From an optimization exercise on the open Yosys and OpenROAD flow, aimed at small area, a short achievable clock period and few clock cycles; shortcuts taken in it are not production practice. At most, simulation tests tie the RTL to the original design; equivalence was not proved. Only the layout flow was run in run 2; the RTL was not checked for function there.

==> config.mk <==
export PLATFORM = sky130hd
export DESIGN_NAME = rce_codec
export DESIGN_NICKNAME = rce_codec
export VERILOG_FILES = /design/flow/design.v
export SDC_FILE = /design/flow/constraint.sdc
export NUM_CORES = 4
export LEC_CHECK = 0
export CAP_MARGIN = 20
export CORE_MARGIN = 2
export CORE_UTILIZATION = 40
export PLACE_DENSITY = 0.6
export SLEW_MARGIN = 20
==> constraint.sdc <==
create_clock -name core_clock -period 12.0 [get_ports {clk}]
set_input_delay 2.4000 -clock core_clock [delete_from_list [all_inputs] [get_ports {clk}]]
set_output_delay 2.4000 -clock core_clock [all_outputs]
set_load 0.01 [all_outputs]
==> design.v <==
module rce_codec (
    input  wire        clk,
    input  wire        rst,         
    input  wire        start,
    input  wire [31:0] cmd,
    input  wire [4:0]  ilen,
    input  wire        ib_we,
    input  wire [3:0]  ib_addr,
    input  wire [7:0]  ib_wdata,
    input  wire [6:0]  ob_addr,
    output wire [7:0]  ob_rdata,
    output wire        busy,
    output reg         done,
    output reg  [2:0]  err,
    output reg  [7:0]  olen,
    output reg  [7:0]  errchar,
    output reg  [3:0]  errpos
);
    localparam [2:0] ERR_OK      = 3'd0;
    localparam [2:0] ERR_BASE    = 3'd1;
    localparam [2:0] ERR_CHAR    = 3'd2;
    localparam [2:0] ERR_ILLEGAL = 3'd4;
    localparam [2:0] S_IDLE = 3'd0;
    localparam [2:0] S_FIN  = 3'd1;    
    localparam [2:0] S_DIV  = 3'd2;    
    localparam [2:0] S_P2   = 3'd3;    
    localparam [2:0] S_ZER  = 3'd4;    
    localparam [1:0] M_BYTE = 2'd0;
    localparam [1:0] M_NIB  = 2'd1;
    localparam [1:0] M_TWO  = 2'd2;
    localparam [1:0] M_ONE  = 2'd3;
    function [7:0] sym_for;
        input [6:0] d;
        begin
            if (d < 7'd10)       sym_for = 8'h30 + {1'b0, d};
            else if (d < 7'd36)  sym_for = 8'h61 + {1'b0, d} - 8'd10;
            else if (d < 7'd62)  sym_for = 8'h41 + {1'b0, d} - 8'd36;
            else if (d < 7'd77)  sym_for = 8'h21 + {1'b0, d} - 8'd62;
            else if (d < 7'd84)  sym_for = 8'h3A + {1'b0, d} - 8'd77;
            else if (d < 7'd90)  sym_for = 8'h5B + {1'b0, d} - 8'd84;
            else                 sym_for = 8'h7B + {1'b0, d} - 8'd90;
        end
    endfunction
    function [7:0] dig_for;
        input [7:0] c;
        begin
            if (c >= 8'h30 && c <= 8'h39)      dig_for = c - 8'h30;
            else if (c >= 8'h61 && c <= 8'h7A) dig_for = c - 8'h61 + 8'd10;
            else if (c >= 8'h41 && c <= 8'h5A) dig_for = c - 8'h41 + 8'd36;
            else if (c >= 8'h21 && c <= 8'h2F) dig_for = c - 8'h21 + 8'd62;
            else if (c >= 8'h3A && c <= 8'h40) dig_for = c - 8'h3A + 8'd77;
            else if (c >= 8'h5B && c <= 8'h60) dig_for = c - 8'h5B + 8'd84;
            else if (c >= 8'h7B && c <= 8'h7E) dig_for = c - 8'h7B + 8'd90;
            else                               dig_for = 8'h80;
        end
    endfunction
    function [7:0] hex_sym;
        input [3:0] d;
        begin
            hex_sym = (d < 4'd10) ? (8'h30 + {4'd0, d}) : (8'h57 + {4'd0, d});
        end
    endfunction
    reg [7:0]   ibuf [0:15];
    reg [7:0]   acc  [0:15];
    reg [7:0]   st   [0:31];
    reg [2:0]   state;
    reg         is_dec;
    reg [6:0]   bse;
    reg [1:0]   mode;
    reg [2:0]   pw;          
    reg [4:0]   n;
    reg [4:0]   idx;
    reg         p1;          
    reg [7:0]   rem;
    reg         allz;        
    reg [4:0]   fnew;        
    reg [4:0]   zleft;       
    reg [7:0]   cnt;         
    reg [4:0]   nrem;        
    reg [13:0]  bb;          
    reg [3:0]   bc;          
    assign busy = (state != S_IDLE);
    wire [7:0] rd_byte = st[ob_addr[4:0]];
    wire [1:0] rd_f    = ob_addr[6:5];
    reg  [3:0] rd_fld;
    always @(*) begin
        case (mode)
            M_NIB:   rd_fld = rd_f[0] ? rd_byte[7:4] : rd_byte[3:0];
            M_TWO:   rd_fld = {2'b00, rd_byte[{rd_f, 1'b1}], rd_byte[{rd_f, 1'b0}]};
            default: rd_fld = {3'b000, rd_byte[{1'b0, rd_f}]};
        endcase
    end
    assign ob_rdata = (mode == M_BYTE) ? rd_byte : hex_sym(rd_fld);
    wire [3:0]  c_opc  = cmd[31:28];
    wire [15:0] c_base = cmd[15:0];
    wire        c_ill  = (cmd[27:16] != 12'd0) || (c_opc > 4'd2) ||
                         (c_opc == 4'd0 && c_base != 16'd0);
    wire        c_nop  = (c_opc == 4'd0);
    wire        c_badb = (c_base < 16'd2) || (c_base > 16'd94);
    wire        c_dec  = (c_opc == 4'd2);
    wire [6:0]  c_b    = c_base[6:0];
    wire [7:0]  zch = c_dec ? 8'h30 : 8'h00;
    reg  [4:0]  lz;
    integer k;
    always @(*) begin
        lz = 5'd16;
        for (k = 15; k >= 0; k = k - 1)
            if (ibuf[k] != zch) lz = k;
    end
    wire [4:0]  c_z = (lz < ilen) ? lz : ilen;
    reg  [2:0]  c_pw;
    always @(*) begin
        case (c_b)
            7'd2:  c_pw = 3'd1;
            7'd4:  c_pw = 3'd2;
            7'd8:  c_pw = 3'd3;
            7'd16: c_pw = 3'd4;
            7'd32: c_pw = 3'd5;
            7'd64: c_pw = 3'd6;
            default: c_pw = 3'd0;
        endcase
    end
    wire [1:0]  c_mode = c_dec ? M_BYTE :
                         (c_b == 7'd2) ? M_ONE :
                         (c_b <= 7'd4) ? M_TWO :
                         (c_b <= 7'd16) ? M_NIB : M_BYTE;
    wire [7:0]  src_c = ibuf[idx[3:0]];
    wire [7:0]  src_a = acc[idx[3:0]];
    wire [7:0]  src   = p1 ? src_c : src_a;
    wire [7:0]  dg_c  = dig_for(src_c);
    wire [7:0]  dsrc  = p1 ? dg_c : src_a;
    wire        bad_c = p1 && (dg_c[7] || (dg_c[6:0] >= bse));
    reg  [7:0]  eq;
    reg  [6:0]  er;
    reg  [7:0]  et;
    integer j;
    always @(*) begin
        er = rem[6:0];
        for (j = 7; j >= 0; j = j - 1) begin
            et = {er, src[j]};
            if (et >= {1'b0, bse}) begin
                eq[j] = 1'b1;
                et    = et - {1'b0, bse};
            end else begin
                eq[j] = 1'b0;
            end
            er = et[6:0];
        end
    end
    wire [14:0] dx = rem * bse + {8'd0, dsrc[6:0]};
    wire [7:0]  dq = {1'b0, dx[14:8]};
    wire [7:0]  dr = dx[7:0];
    wire [7:0]  q    = is_dec ? dq : eq;
    wire [7:0]  rnew = is_dec ? dr : {1'b0, er};
    wire        last = (idx == n - 5'd1);
    wire [4:0]  fn_n = allz ? ((q == 8'd0) ? idx + 5'd1 : idx) : fnew;
    wire        p_ld  = (bc < {1'b0, pw}) && (nrem != 5'd0);
    wire [7:0]  p_byt = ibuf[idx[3:0]];
    wire [13:0] p_bbx = p_ld ? (bb | ({6'd0, p_byt} << bc)) : bb;
    wire [3:0]  p_bcx = p_ld ? bc + 4'd8 : bc;
    wire [4:0]  p_nr  = p_ld ? nrem - 5'd1 : nrem;
    reg  [6:0]  p_dig;
    always @(*) begin
        case (pw)
            3'd1: p_dig = {6'd0, p_bbx[0]};
            3'd2: p_dig = {5'd0, p_bbx[1:0]};
            3'd3: p_dig = {4'd0, p_bbx[2:0]};
            3'd4: p_dig = {3'd0, p_bbx[3:0]};
            3'd5: p_dig = {2'd0, p_bbx[4:0]};
            default: p_dig = {1'b0, p_bbx[5:0]};
        endcase
    end
    wire [13:0] p_bbn = p_bbx >> pw;
    wire [3:0]  p_bcn = (p_bcx > {1'b0, pw}) ? p_bcx - {1'b0, pw} : 4'd0;
    wire        p_more = (p_bbn != 14'd0) || (p_nr != 5'd0);
    reg         ins;
    reg  [7:0]  ins_d;       
    always @(*) begin
        ins   = 1'b0;
        ins_d = 8'd0;
        case (state)
            S_DIV: begin
                ins   = last && !(is_dec && bad_c);
                ins_d = rnew;
            end
            S_P2: begin
                ins   = 1'b1;
                ins_d = {1'b0, p_dig};
            end
            S_ZER: begin
                ins   = 1'b1;
                ins_d = 8'd0;
            end
            default: ;
        endcase
    end
    reg  [7:0]  ins_b;
    always @(*) begin
        case (mode)
            M_BYTE:  ins_b = is_dec ? ins_d : sym_for(ins_d[6:0]);
            M_NIB:   ins_b = {st[31][3:0], ins_d[3:0]};
            M_TWO:   ins_b = {st[31][5:0], ins_d[1:0]};
            default: ins_b = {st[31][6:0], ins_d[0]};
        endcase
    end
    integer s;
    always @(posedge clk) begin
        if (ins) begin
            st[0] <= ins_b;
            for (s = 1; s < 32; s = s + 1)
                st[s] <= st[s-1];
        end
    end
    always @(posedge clk) begin
        if (ib_we && !busy)
            ibuf[ib_addr] <= ib_wdata;
    end
    always @(posedge clk) begin
        if (state == S_DIV && !(is_dec && bad_c))
            acc[idx[3:0]] <= q;
    end
    always @(posedge clk) begin
        if (rst) begin
            state   <= S_IDLE;
            done    <= 1'b0;
            err     <= ERR_OK;
            olen    <= 8'd0;
            errchar <= 8'd0;
            errpos  <= 4'd0;
        end else begin
            case (state)
            S_IDLE: begin
                if (start) begin
                    done    <= 1'b0;
                    is_dec  <= c_dec;
                    bse     <= c_b;
                    n       <= ilen;
                    idx     <= c_z;
                    p1      <= 1'b1;
                    rem     <= 8'd0;
                    allz    <= 1'b1;
                    zleft   <= c_z;
                    cnt     <= 8'd0;
                    bb      <= 14'd0;
                    bc      <= 4'd0;
                    nrem    <= ilen - c_z;
                    if (c_ill) begin
                        err     <= ERR_ILLEGAL;
                        errchar <= 8'd0;
                        errpos  <= 4'd0;
                        state   <= S_FIN;
                    end else if (c_nop) begin
                        err     <= ERR_OK;
                        errchar <= 8'd0;
                        errpos  <= 4'd0;
                        state   <= S_FIN;
                    end else if (c_badb) begin
                        err     <= ERR_BASE;
                        errchar <= 8'd0;
                        errpos  <= 4'd0;
                        olen    <= 8'd0;
                        state   <= S_FIN;
                    end else begin
                        mode    <= c_mode;
                        pw      <= c_pw;
                        if (c_z == ilen)
                            state <= (c_z == 5'd0) ? S_FIN : S_ZER;
                        else if (!c_dec && c_pw != 3'd0) begin
                            idx   <= ilen - 5'd1;
                            state <= S_P2;
                        end else
                            state <= S_DIV;
                        err     <= ERR_OK;
                        errchar <= 8'd0;
                        errpos  <= 4'd0;
                        olen    <= 8'd0;
                    end
                end
            end
            S_FIN: begin
                done  <= 1'b1;
                state <= S_IDLE;
            end
            S_DIV: begin
                if (is_dec && bad_c) begin
                    err     <= ERR_CHAR;
                    errchar <= src_c;
                    errpos  <= idx[3:0];
                    olen    <= 8'd0;
                    done    <= 1'b1;
                    state   <= S_IDLE;
                end else if (last) begin
                    cnt  <= cnt + 8'd1;
                    rem  <= 8'd0;
                    p1   <= 1'b0;
                    allz <= 1'b1;
                    if (fn_n == n) begin
                        if (zleft == 5'd0) begin
                            olen  <= cnt + 8'd1;
                            done  <= 1'b1;
                            state <= S_IDLE;
                        end else
                            state <= S_ZER;
                    end else
                        idx <= fn_n;
                end else begin
                    rem  <= rnew;
                    idx  <= idx + 5'd1;
                    fnew <= fn_n;
                    if (q != 8'd0) allz <= 1'b0;
                end
            end
            S_P2: begin
                cnt  <= cnt + 8'd1;
                bb   <= p_bbn;
                bc   <= p_bcn;
                nrem <= p_nr;
                if (p_ld) idx <= idx - 5'd1;
                if (!p_more) begin
                    if (zleft == 5'd0) begin
                        olen  <= cnt + 8'd1;
                        done  <= 1'b1;
                        state <= S_IDLE;
                    end else
                        state <= S_ZER;
                end
            end
            S_ZER: begin
                cnt   <= cnt + 8'd1;
                zleft <= zleft - 5'd1;
                if (zleft == 5'd1) begin
                    olen  <= cnt + 8'd1;
                    done  <= 1'b1;
                    state <= S_IDLE;
                end
            end
            default: state <= S_IDLE;
            endcase
        end
    end
endmodule
==> run.sh <==
#!/bin/bash
# synth_recipe.tcl (not shown) runs the flow's synth.tcl, then flattens the netlist and writes it again
# the make line also repeats each setting of config.mk as NAME=value (left out here)
make -C /OpenROAD-flow-scripts/flow DESIGN_CONFIG=/design/flow/config.mk WORK_HOME=/design/flow/orfs CLKGATE_MAP_FILE= SYNTH_SCRIPT=/design/flow/synth_recipe.tcl finish
==> summary.txt, run 1 <==
Status
The run finished, with violations left. The checks that failed: negative setup slack.

Logic synthesis
The synthesized design contains 586 enable-type register cells. The synthesized area per cell is 12.0 um^2. When the netlist entered floorplanning its net count stood at 3,169. The most instantiated library cell after synthesis is edfxtp_1. Yosys printed 2 warnings.

The number of cells produced by synthesis is 2,918. The most common flop cell mapped by yosys is edfxtp_1. The count of distinct cell types in the synthesized netlist is roughly 110. The synthesized design spends more area on one cell type than any other, namely edfxtp_1.

Sorting the synthesized cells by area gives the leading types as edfxtp_1 (50%), ha_1 (5.2%), mux4_2 (5.1%). The synthesized design contains slightly above 600 register bits. The post-synthesis instance area is 35,000 um^2.

After synthesis, the most frequently instantiated cells are edfxtp_1 (586), nor2_1 (212), nand2_1 (195). The portion of the post-synthesis area used by sequential elements is between 50% and 60%. In this run the biggest area consumer among cell types represents 50.2% of the synthesized area. The async set-reset flop share out of synthesis is 0%.

STA
In this run the tightest slew margin relative to its limit is between 10% and 20%. Setup repair after global routing could not meet its margin everywhere. The post-route worst hold slack is 437 ps. The slew at the pin closest to its max-slew limit is 1260 ps.

After layout, the worst path uses 136% of the clock period. The upper clock frequency limit is 0.0612 GHz. On the final layout, the worst clock skew is 24.4 ps. The hold violation count in the final report came to 0. The minimum setup slack in the final design is -4330 ps. The smallest clock period supported by the final layout is computed as 16,330 ps. The setup violation total in the final timing report is 78. Summed over all failing endpoints, the final setup total negative slack is -253,260 ps. The final number of max-transition violations is 0.

Die
93 I/O pins were placed. In this run the vertical extent of the chip is 300 um. In this run the standard cell core region covers 86,800 um^2. In this run the core area contains 108 standard-cell rows. The die is 300 um wide.

The die covers approximately 90,000 um^2. Once the floorplan was initialized, standard cells occupied 40.4% of the core.

Worst setup path
In this run the worst path has a maximum fanout of 6. For the worst setup path, the data required time is 12,370 ps. Broken down by cell family, the worst path's largest delay share belongs to compound AO/OA/AOI/OAI gates.

The critical path endpoint is st[0][3]. The setup slack of the most critical reg-to-reg path is -4330 ps. The largest single stage delay on the critical path is roughly 550 ps. The endpoint of the most critical register-to-register path is st[0][3]. The worst path buffer plus inverter count is 13. Among the stages of the critical path, the cell type that occurs most often is inv_2. STA classifies the critical path startpoint as a register. The data arrival time of the critical path is 16,700 ps. The count of cells along the worst register-to-register path is 91. The critical path runs through a total of 91 cells.

By startpoint and endpoint, the worst setup path is classified as reg2reg. STA classifies the critical path endpoint as a register. The cell with the largest stage delay on the worst path is or4_1.

CTS
The clock root buffer master is clkbuf_16. The number of clock buffers inserted by TritonCTS is 68. The number of sinks on the clock net is 617. The insertion delay of the later-clocked pin in the worst-skew pair is 620 ps. The hold buffer count at cts is 0. The CTS tree is yes. CTS built an H-tree with a depth of 3. No sink is reached through more buffers than the 3 on the longest clock path. The clock transition time at the flip-flop clock pins of the worst setup and hold paths is about 70 ps.

Finish
The area used by sequential logic in the layout is 18,200 um^2. Relative to the synthesized area, the layout overhead comes to 28.1%. After routing the design area is 44,900 um^2.

The number of diodes added for antenna fixing is 0. In the final layout, the multi-input gates occupy 17,200 um^2. The count of fill cells added during filler insertion is about 7,400. The post-route netlist has 28.6% of its cells at a drive strength greater than 1.

At the end of the flow, the number of nets in the layout was about 3,800. At the end of the flow the core is filled with cells to around half.

Global route
The number of global-route vias before repair is around 28,000. The global-route total usage across every layer is 24.8%. Summed over all layers, the global routing overflow is 0.

The maximum number of pins on one net before global-route repair is 188. The initial antenna violation count is 0. The first global-routing pass estimated 170,000 um of wire.

Route
For this run, design rule violations remaining after detail routing come to 0. The detailed-route wire length per cell is roughly 24 um. The number of nets still failing antenna checks after routing is 0. The DRC marker count from the first detailed-route iteration is slightly below 3,000. After detailed routing, the total wire length is 114,000 um. The final route contains 27,900 vias.

The number of detailed-route iterations in the first pass is 8. The vias per cell is 5.91.

Placement
The worst slack at placement is -5120 ps. The detailed placement HPWL is 81,200 um. The total placed instance area is 40,400 um^2. In this run the tool buffered the top-level ports with 92 buffer cells. The last weighted congestion value of the routability-driven placer is 0.935.

Run
The tool flagged a number of max-cap violations equal to 0.

Min path
The worst hold path belongs to the class reg2reg. The beginning of the worst hold path is st[19][4].
timing repair:
action | in CTS | in global routing
gates resized for setup | 157 | 144
gates cloned | 2 | 1
pin swaps | 91 | 92
setup buffers | 93 | 51
endpoints found under the setup margin | 94 | 94
endpoints found under the hold margin | 0 | 0
placed cells by master, fill, tap and decap left out, drive strengths merged, types with 56 or more instances in the layout:
cell,netlist,layout
inv,156,157
o21ai,139,139
a21oi,153,153
nand3,68,68
nand2,196,196
edfxtp,586,586
nor2,213,214
nor3,70,70
and2,78,78
mux2i,56,56
ha,145,145
a221oi,73,73
mux4,79,79
buf,34,541
clkdlybuf4s50,0,92
clkbuf,79,82
a22o,56,56
state kept, by name, indices dropped and copies added (netlist names), 7 cells and up, named ones only:
signal / cells
errchar: 8
ibuf: 128
bse: 7
acc: 128
st: 256
bb: 14
olen: 8
cnt: 8
rem: 8
worst min-delay path by stage:
stage,slack [ps],cells past startpoint,to
final,440,0,st[20][4]
after CTS,440,0,st[20][4]
after global routing,450,0,st[12][6]
after global placement,430,0,st[18][1]
after detailed placement,430,0,st[26][0]
after floorplan,430,0,st[11][0]
metrics by stage:
step	cells
6_report	4716
5_1_grt	4716
4_1_cts	4675
3_5_place_dp	4464
3_3_place_gp	4463
2_1_floorplan	2918
kinds of logic after synthesis:
logic type,count (synthesis),synth area share (%)
AO/OA/AOI/OAI,733,15.0
XOR/XNOR,90,2.25
adder cells (fa/ha/maj),191,7.80
buffers and inverters,271,3.13
flip-flops,617,52.0
multiplexers,158,7.45
AND/OR/NAND/NOR,858,12.3
worst register-to-register path, delay by kind of cell (launching register included):
kind            cells  cell delay (ps)
mux                 6             1670
simple gates       20             2680
fa+ha+maj           9             2500
buf+inv            13             1350
flops               1              390
compound gates     43             7480
layer usage:
metal | part of all wire [%] | global-route usage, % | vias to the layer above
li1 | - | - | 12500
met1 | 41 | 33.2 | 13800
met2 | 47 | 40.3 | 1338
met3 | 7.7 | 4.11 | 259
met4 | 4.2 | 9.98 | 0
met5 | 0 | 0 | -
layout make-up:
| cell class | instances | area share [%] |
|---|---|---|
| repair buffers | 634 | 11.8 |
| flip-flops and latches | 617 | 40.6 |
| repair inverters | 1 | 0.0167 |
| clock inverters | 39 | 0.861 |
| inverters | 158 | 1.38 |
| clock buffers | 81 | 3.90 |
| well taps | 1155 | 3.22 |
| multi-input cells | 2031 | 38.2 |
Testbench counts, summed over its fixed seeds: cycles 20,959.
==> run 2: changes to the inputs <==
--- a/design.v
+++ b/design.v
@@ -59,3 +59,41 @@
         begin
-            hex_sym = (d < 4'd10) ? (8'h30 + {4'd0, d}) : (8'h57 + {4'd0, d});
+            case (d)
+                4'd0: hex_sym = 8'h30;  4'd1: hex_sym = 8'h31;
+                4'd2: hex_sym = 8'h32;  4'd3: hex_sym = 8'h33;
+                4'd4: hex_sym = 8'h34;  4'd5: hex_sym = 8'h35;
+                4'd6: hex_sym = 8'h36;  4'd7: hex_sym = 8'h37;
+                4'd8: hex_sym = 8'h38;  4'd9: hex_sym = 8'h39;
+                4'd10: hex_sym = 8'h61; 4'd11: hex_sym = 8'h62;
+                4'd12: hex_sym = 8'h63; 4'd13: hex_sym = 8'h64;
+                4'd14: hex_sym = 8'h65; default: hex_sym = 8'h66;
+            endcase
+        end
+    endfunction
+    function [10:0] enc_step;    
+        input [6:0] r;
+        input [3:0] nib;
+        input [6:0] b;
+        reg   [6:0] x;
+        reg   [8:0] t;
+        reg   [3:0] qq;
+        integer m;
+        begin
+            x = r;
+            for (m = 3; m >= 0; m = m - 1) begin
+                t = {1'b0, x, nib[m]} - {2'b00, b};
+                qq[m] = !t[8];
+                if (!t[8]) x = t[6:0];
+                else       x = {x[5:0], nib[m]};
+            end
+            enc_step = {qq, x};
+        end
+    endfunction
+    function [10:0] dec_step;    
+        input [3:0] r;
+        input [6:0] d;
+        input [6:0] b;
+        reg   [10:0] x;
+        begin
+            x = r * b + {4'd0, d};
+            dec_step = x;
         end
@@ -70,13 +108,24 @@
     reg [2:0]   pw;          
-    reg [4:0]   n;
-    reg [4:0]   idx;
-    reg         p1;          
-    reg [7:0]   rem;
-    reg         allz;        
-    reg [4:0]   fnew;        
+    reg [5:0]   ln;          
     reg [4:0]   zleft;       
     reg [7:0]   cnt;         
-    reg [4:0]   nrem;        
-    reg [13:0]  bb;          
-    reg [3:0]   bc;          
+    reg         p1;          
+    reg         s1_act;      
+    reg [4:0]   idx;         
+    reg [6:0]   r1;
+    reg         allz1;       
+    reg [3:0]   lo_nib;      
+    reg         p_v;
+    reg [6:0]   p_q;
+    reg [4:0]   p_e;
+    reg         p_last;
+    reg         p_z1;        
+    reg [6:0]   r2;
+    reg         allz2;
+    reg [4:0]   fnew2;
+    reg [4:0]   fin_f;       
+    reg [4:0]   nrem;
+    reg [4:0]   bidx;
+    reg [13:0]  bb;
+    reg [3:0]   bc;
     assign busy = (state != S_IDLE);
@@ -126,34 +175,46 @@
                          (c_b <= 7'd16) ? M_NIB : M_BYTE;
-    wire [7:0]  src_c = ibuf[idx[3:0]];
-    wire [7:0]  src_a = acc[idx[3:0]];
-    wire [7:0]  src   = p1 ? src_c : src_a;
-    wire [7:0]  dg_c  = dig_for(src_c);
-    wire [7:0]  dsrc  = p1 ? dg_c : src_a;
-    wire        bad_c = p1 && (dg_c[7] || (dg_c[6:0] >= bse));
-    reg  [7:0]  eq;
-    reg  [6:0]  er;
-    reg  [7:0]  et;
-    integer j;
+    wire [10:0] s2_e  = enc_step(r2, p_q[3:0], bse);
+    wire [10:0] s2_d  = dec_step(r2[3:0], p_q, bse);
+    wire [6:0]  q2    = is_dec ? s2_d[10:4] : {3'd0, s2_e[10:7]};
+    wire [6:0]  r2n   = is_dec ? {3'd0, s2_d[3:0]} : s2_e[6:0];
+    wire        s2_run  = (state == S_DIV) && p_v;
+    wire        s2_end  = s2_run && p_last;
+    wire        q2z     = (q2 == 7'd0);
+    wire        s2_zero = allz2 && q2z;                 
+    wire [4:0]  s2_ff   = allz2 ? p_e : fnew2;          
+    reg         s1_go;
+    reg  [4:0]  s1_e;
+    reg         s1_wait_done;    
     always @(*) begin
-        er = rem[6:0];
-        for (j = 7; j >= 0; j = j - 1) begin
-            et = {er, src[j]};
-            if (et >= {1'b0, bse}) begin
-                eq[j] = 1'b1;
-                et    = et - {1'b0, bse};
-            end else begin
-                eq[j] = 1'b0;
+        s1_go = 1'b0;
+        s1_e  = idx;
+        if (state == S_DIV) begin
+            if (s1_act) begin
+                s1_go = 1'b1;
+            end else if (s2_end) begin
+                if (!allz2) begin
+                    s1_go = 1'b1;
+                    s1_e  = fnew2;
+                end
+            end else if (!p_v) begin
+                s1_go = 1'b1;
+                s1_e  = fin_f;
             end
-            er = et[6:0];
         end
     end
-    wire [14:0] dx = rem * bse + {8'd0, dsrc[6:0]};
-    wire [7:0]  dq = {1'b0, dx[14:8]};
-    wire [7:0]  dr = dx[7:0];
-    wire [7:0]  q    = is_dec ? dq : eq;
-    wire [7:0]  rnew = is_dec ? dr : {1'b0, er};
-    wire        last = (idx == n - 5'd1);
-    wire [4:0]  fn_n = allz ? ((q == 8'd0) ? idx + 5'd1 : idx) : fnew;
+    wire [3:0]  s1_byte = is_dec ? s1_e[3:0] : s1_e[4:1];
+    wire [7:0]  e_ib  = ibuf[s1_byte];
+    wire [7:0]  e_ac  = acc[s1_byte];
+    wire [7:0]  e_raw = p1 ? e_ib : e_ac;
+    wire [3:0]  e_nib = s1_e[0] ? e_raw[3:0] : e_raw[7:4];
+    wire [7:0]  dg_c  = dig_for(e_ib);
+    wire [6:0]  e_dig = p1 ? dg_c[6:0] : e_ac[6:0];
+    wire        bad_c = is_dec && p1 && s1_go && (dg_c[7] || (dg_c[6:0] >= bse));
+    wire [10:0] s1_en = enc_step(r1, e_nib, bse);
+    wire [10:0] s1_de = dec_step(r1[3:0], e_dig, bse);
+    wire [6:0]  q1    = is_dec ? s1_de[10:4] : {3'd0, s1_en[10:7]};
+    wire [6:0]  r1n   = is_dec ? {3'd0, s1_de[3:0]} : s1_en[6:0];
+    wire        s1_last = (s1_e == ln - 6'd1);
     wire        p_ld  = (bc < {1'b0, pw}) && (nrem != 5'd0);
-    wire [7:0]  p_byt = ibuf[idx[3:0]];
+    wire [7:0]  p_byt = ibuf[bidx[3:0]];
     wire [13:0] p_bbx = p_ld ? (bb | ({6'd0, p_byt} << bc)) : bb;
@@ -182,4 +243,9 @@
             S_DIV: begin
-                ins   = last && !(is_dec && bad_c);
-                ins_d = rnew;
+                if (s2_end && (is_dec || !p_z1)) begin
+                    ins   = 1'b1;
+                    ins_d = is_dec ? {r2n[3:0], lo_nib} : {1'b0, r2n};
+                end else if (s1_go && s1_last && !is_dec) begin
+                    ins   = 1'b1;
+                    ins_d = {1'b0, r1n};
+                end
             end
@@ -217,6 +283,14 @@
     end
+    wire [3:0]  w_byte = is_dec ? p_e[3:0] : p_e[4:1];
     always @(posedge clk) begin
-        if (state == S_DIV && !(is_dec && bad_c))
-            acc[idx[3:0]] <= q;
+        if (s2_run) begin
+            if (is_dec)
+                acc[w_byte][6:0] <= q2;
+            else if (p_e[0])
+                acc[w_byte][3:0] <= q2[3:0];
+            else
+                acc[w_byte][7:4] <= q2[3:0];
+        end
     end
+    wire [7:0] cnt_n = cnt + {7'd0, ins};
     always @(posedge clk) begin
@@ -229,2 +303,3 @@
             errpos  <= 4'd0;
+            p_v     <= 1'b0;
         end else begin
@@ -236,7 +311,11 @@
                     bse     <= c_b;
-                    n       <= ilen;
-                    idx     <= c_z;
+                    ln      <= c_dec ? {1'b0, ilen} : {ilen, 1'b0};
+                    idx     <= c_dec ? c_z : {c_z[3:0], 1'b0};
+                    s1_act  <= 1'b1;
                     p1      <= 1'b1;
-                    rem     <= 8'd0;
-                    allz    <= 1'b1;
+                    r1      <= 7'd0;
+                    allz1   <= 1'b1;
+                    p_v     <= 1'b0;
+                    r2      <= 7'd0;
+                    allz2   <= 1'b1;
                     zleft   <= c_z;
@@ -246,2 +325,3 @@
                     nrem    <= ilen - c_z;
+                    bidx    <= ilen - 5'd1;
                     if (c_ill) begin
@@ -267,6 +347,5 @@
                             state <= (c_z == 5'd0) ? S_FIN : S_ZER;
-                        else if (!c_dec && c_pw != 3'd0) begin
-                            idx   <= ilen - 5'd1;
+                        else if (!c_dec && c_pw != 3'd0)
                             state <= S_P2;
-                        end else
+                        else
                             state <= S_DIV;
@@ -284,6 +363,42 @@
             S_DIV: begin
-                if (is_dec && bad_c) begin
+                cnt <= cnt_n;
+                if (s2_run) begin
+                    if (p_last) begin
+                        r2    <= 7'd0;
+                        allz2 <= 1'b1;
+                        fin_f <= s2_ff;
+                    end else begin
+                        r2 <= r2n;
+                        if (allz2) begin
+                            if (q2z) fnew2 <= p_e + 5'd1;
+                            else begin
+                                fnew2 <= p_e;
+                                allz2 <= 1'b0;
+                            end
+                        end
+                    end
+                end
+                p_v <= s1_go && !bad_c;
+                if (s1_go) begin
+                    p_q    <= q1;
+                    p_e    <= s1_e;
+                    p_last <= s1_last;
+                    p_z1   <= allz1 && (q1 == 7'd0);
+                    if (s1_last) begin
+                        s1_act <= 1'b0;
+                        r1     <= 7'd0;
+                        allz1  <= 1'b1;
+                        p1     <= 1'b0;
+                        lo_nib <= r1n[3:0];
+                    end else begin
+                        s1_act <= 1'b1;
+                        idx    <= s1_e + 5'd1;
+                        r1     <= r1n;
+                        if (q1 != 7'd0) allz1 <= 1'b0;
+                    end
+                end
+                if (bad_c) begin
                     err     <= ERR_CHAR;
-                    errchar <= src_c;
-                    errpos  <= idx[3:0];
+                    errchar <= e_ib;
+                    errpos  <= s1_e[3:0];
                     olen    <= 8'd0;
@@ -291,21 +406,9 @@
                     state   <= S_IDLE;
-                end else if (last) begin
-                    cnt  <= cnt + 8'd1;
-                    rem  <= 8'd0;
-                    p1   <= 1'b0;
-                    allz <= 1'b1;
-                    if (fn_n == n) begin
-                        if (zleft == 5'd0) begin
-                            olen  <= cnt + 8'd1;
-                            done  <= 1'b1;
-                            state <= S_IDLE;
-                        end else
-                            state <= S_ZER;
+                end else if (s2_end && s2_zero) begin
+                    if (zleft == 5'd0) begin
+                        olen  <= cnt_n;
+                        done  <= 1'b1;
+                        state <= S_IDLE;
                     end else
-                        idx <= fn_n;
-                end else begin
-                    rem  <= rnew;
-                    idx  <= idx + 5'd1;
-                    fnew <= fn_n;
-                    if (q != 8'd0) allz <= 1'b0;
+                        state <= S_ZER;
                 end
@@ -313,3 +416,3 @@
             S_P2: begin
-                cnt  <= cnt + 8'd1;
+                cnt  <= cnt_n;
                 bb   <= p_bbn;
@@ -317,6 +420,6 @@
                 nrem <= p_nr;
-                if (p_ld) idx <= idx - 5'd1;
+                if (p_ld) bidx <= bidx - 5'd1;
                 if (!p_more) begin
                     if (zleft == 5'd0) begin
-                        olen  <= cnt + 8'd1;
+                        olen  <= cnt_n;
                         done  <= 1'b1;
@@ -328,6 +431,6 @@
             S_ZER: begin
-                cnt   <= cnt + 8'd1;
+                cnt   <= cnt_n;
                 zleft <= zleft - 5'd1;
                 if (zleft == 5'd1) begin
-                    olen  <= cnt + 8'd1;
+                    olen  <= cnt_n;
                     done  <= 1'b1;
==> summary.txt, run 2 <==
Worst setup path
The largest fanout on the critical path is 7 (was 6). The cell with the most instances on the worst path is buf_4 (was inv_2). The count of cells along the worst register-to-register path was 55 (was 91).

The type of origin of the critical path is a register (unchanged). The cell with the largest stage delay on the worst path is or4b_4 (was or4_1). The data arrival time of the critical path was 12,230 ps (was 16,700 ps).

The delay of the slowest cell on the worst path is 580 ps (was 550 ps). The endpoint of the most critical register-to-register path is st[0][2] (was st[0][3]). The kind of end point of the critical path is a register (unchanged). The required time at the worst-slack endpoint is 12,490 ps (was 12,370 ps). The setup slack of the most critical reg-to-reg path is 260 ps (was -4330 ps). The source of the worst register-to-register timing path is s1_act.

The start-to-end type of the worst setup path is reg2reg (unchanged).

Logic synthesis
The most common flop cell mapped by yosys is edfxtp_1 (unchanged). The flip-flop and latch count after synthesis was 654 (was 617). The number of nets in the synthesized netlist was 4,176 (was 3,169). The count of synthesis-stage warnings from yosys is 2 (unchanged).

The most instantiated library cell after synthesis is edfxtp_1 (unchanged). The post-synthesis instance area came to 41,700 um^2 (was 35,000 um^2). The area fraction of the dominant cell type after synthesis is 44.8% (was 50.2%). The cell taking the most area after synthesis is edfxtp_1 (unchanged). The number of cells produced by synthesis is 3,924 (was 2,918). The portion of the post-synthesis area used by sequential elements is 46.4% (was 52.0%).

The synthesized area per cell is 10.6 um^2 (was 12.0 um^2). The async set-reset flop share out of synthesis is 0% (unchanged). Synth area leaders: edfxtp_1 (45%), ha_1 (4.5%), mux2i_1 (3.3%) (was edfxtp_1 (50%), ha_1 (5.2%), mux4_2 (5.1%)). Most used standard cells in the synthesized netlist: edfxtp_1 (622), nor2_1 (311), nand2_1 (307) (was edfxtp_1 (586), nor2_1 (212), nand2_1 (195)).

The number of enable-type register cells in the synthesized netlist is 622 (was 586). The count of distinct cell types in the synthesized netlist is 108 (was 113).

CTS
The insertion delay of the later-clocked pin in the worst-skew pair is 670 ps (was 620 ps). The clock root buffer master was clkbuf_16 (unchanged). The number of clock buffers inserted by TritonCTS is 75 (was 68). The buffer depth of the longest clock path was 3 (unchanged). The H-tree depth reported by CTS came to 3 (unchanged). The number of sinks on the clock net is 654 (was 617).

The hold buffer count at cts came to 0 (unchanged). The CTS tree is yes (unchanged). The clock transition time at the flip-flop clock pins of the worst setup and hold paths is 70 ps (about the same).

Finish
The design area is 49,300 um^2 (was 44,900 um^2). Commonest non-fill, non-tap cells in the layout: edfxtp_1 (622), buf_4 (348), nand2_1 (304), nor2_1 (300), a21oi_1 (208) (was edfxtp_1 (586), buf_4 (484), nor2_1 (192), nand2_1 (182), inv_1 (136)). The count of placed standard cells in the final layout, fillers left out is 5,665 (was 4,716).

The register with the most flip-flops is st (unchanged). The number of flip-flops under the largest register name is 256 (unchanged). The final-stage net count is 4,475 (was 3,762). The area overhead of the layout relative to synthesis was 18.2% (was 28.1%). The share of post-route cells with drive strength above 1 is 17.4% (was 28.6%). The leading cell type in the layout, fill and taps excluded is edfxtp_1 (unchanged).

Die
The core area came to 103,000 um^2 (was 86,800 um^2). The width of the die was 327 um (was 300 um). The effective utilization at floorplan is 40.3% (was 40.4%). The floorplan row count came to 118 (was 108). The vertical die dimension is 327 um (was 300 um).

The boundary pin count came to 93 (unchanged). The floorplan die area is 107,000 um^2 (was 90,000 um^2).

Status
Result of the run: timing/DRC/antenna clean (was complete, but fails checks).

Min path
The worst-case hold path end point is st[30][4] (was st[20][4]). The instance count along the most critical hold path is 0 (unchanged). The beginning of the worst hold path is st[29][4] (was st[19][4]). The path class of the lowest-slack min-delay path is reg2reg (unchanged).

Global route
The wire length of the first global-routing pass is 223,000 um (was 170,000 um). The number of global-route vias before repair was 34,000 (was 27,900). The maximum number of pins on one net before global-route repair is 208 (was 188).

The initial antenna violation count came to 7 (was 0). The leftover overflow at the end of global routing is 0 (unchanged). The global-route total usage across every layer came to 27.6% (was 24.8%).

STA
The normalized max-slew margin was 19.2% (was 15.8%). The hold violation count in the final report is 0 (unchanged). The final worst-path cycle share is 97.9% (was 136%).

The clock period minus final worst setup slack is 11,740 ps (was 16,330 ps). The upper clock frequency limit is 0.0851 GHz (was 0.0612 GHz). The total negative slack came to 0 ps (was -253,260 ps). The setup violation total in the final timing report is 0 (was 78). The slew at the pin closest to its max-slew limit was 1210 ps (was 1260 ps). The worst clock skew was 26.6 ps (was 24.4 ps).

Setup repair after global routing missed its margin: yes (unchanged). The final number of max-transition violations is 0 (unchanged).

Placement
The number of input and output port buffers inserted is 92 (unchanged). The total placed instance area is 46,100 um^2 (was 40,400 um^2). The total placed cells including tap cells came to 5,507 (was 4,464).

The detailed placement HPWL is 110,000 um (was 81,200 um). The last weighted congestion value of the routability-driven placer was 0.983 (was 0.935).

Route
The final wirelength was 151,000 um (was 114,000 um). The number of detailed-route iterations in the first pass was 6 (was 8). The DRC marker count from the first detailed-route iteration came to 4,587 (was 2,931).

The detailed-route wire length per cell is 26.7 um (was 24.2 um). The total vias in the final route is 35,800 (was 27,900). The post-route DRC violation count is 0 (unchanged). The vias per cell is 6.32 (was 5.91).

The number of nets still failing antenna checks after routing is 0 (unchanged).

Run
The number of max-cap violations is 0 (unchanged).
-- run 2: cell types whose count changed in the layout (fill, tap and decap cells not counted), sizes merged, moves of 37 or more --
cell   change
o22ai     +44
mux2i     +81
nor2      +98
a31oi     +71
buf      -171
a22oi     +37
nor3      +50
nand2    +111
a21oi     +67
-- run 2: layout make-up --
cell class	count	area, um^2
timing repair buffer	461	3880
fill	9472	54100
tap	1380	1730
antenna	1	2.50
clock inverter	44	478
sequential	654	19300
multi-input combinational	2860	21200
inverter	171	657
clock buffer	94	2020
-- run 2: metal layers --
layer / vias up / track usage, % / part of all wire (%)
met5: - / 0 / 0.018
met4: 4 / 10.4 / 3.8
met3: 340 / 5.14 / 8.9
met2: 1944 / 43.7 / 46
met1: 17600 / 37.6 / 41
li1: 15900 / - / -
-- run 2: worst max path at each step --
stage          endpoint  slack [ps]     start
6_report       st[0][2]         260    s1_act
5_1_grt        st[0][2]        -270    s1_act
4_1_cts        st[0][3]          20    s1_act
3_5_place_dp   st[0][3]        -480    s1_act
3_3_place_gp   st[0][3]        -280    s1_act
2_1_floorplan  st[0][2]           4  state[2]
-- run 2: logic make-up (layout without fill, tap and decap cells) --
kind of cell    count (synthesis)  count (layout)  share of synthesized area, %
mux                           236             236                          7.56
simple gates                 1187            1187                          13.8
fa+ha+maj                     192             192                          6.52
other cells                     0               1                             0
xor+xnor                       74              74                          1.59
buf+inv                       410             770                          4.16
compound gates               1171            1171                          20.0
flops                         654             654                          46.4
-- run 2: what timing repair did --
action | 4_1_cts | 5_1_grt
resized for setup | 14 | 88
buffers inserted | 2 | 17
setup endpoints to repair | 8 | 9
cloned | 0 | 0
pin swaps | 2 | 55
-- run 2: critical path: cells and delay by family, from the launching register on --
kind,cells,cell delay (ps)
AOI/OAI and AO/OA,28,5940
and+or+nand+nor,12,1950
adders and majority gates,5,1580
buffers and inverters,8,1140
muxes,2,550
DFF,1,400
-- run 2: through the flow --
step | setup slack, ps | util (%) | hold slack [ps]
3_3_place_gp | -284 | 44.6 | 431
4_1_cts | 18.5 | 47.1 | 446
6_report | 255 | 47.7 | 445
5_1_grt | -273 | 47.7 | 456
3_5_place_dp | -477 | 44.6 | 434
2_1_floorplan | 4.04 | - | 426

-- separate check: timing with driven ports --
No port has a modelled driver above. Below, the same layouts with a new extraction and two added sets of constraints. Step 1, drivers: a clkbuf_16 drives clk and a buf_2 each remaining input, both assumed. Step 2, shift: input delay + t, output delay - t, t = (earliest + latest rising clock arrival at the registers) / 2. This alone moves slack from input paths to output paths. a / b / c = ideal ports / drivers / drivers and shift; a / b = the first two.
| run | t (ns) | setup WS [ns] | worst setup path after step 2 | worst register clock-pin slew, ns | cell pins on the clock port's net |
|---|---|---|---|---|---|
| run 1 | 0.673 | -4.331 / -4.331 / -4.331 | register to register | 0.07 / 0.07 | 1 |
| run 2 | 0.726 | 0.255 / 0.255 / 0.255 | register to register | 0.07 / 0.07 | 1 |
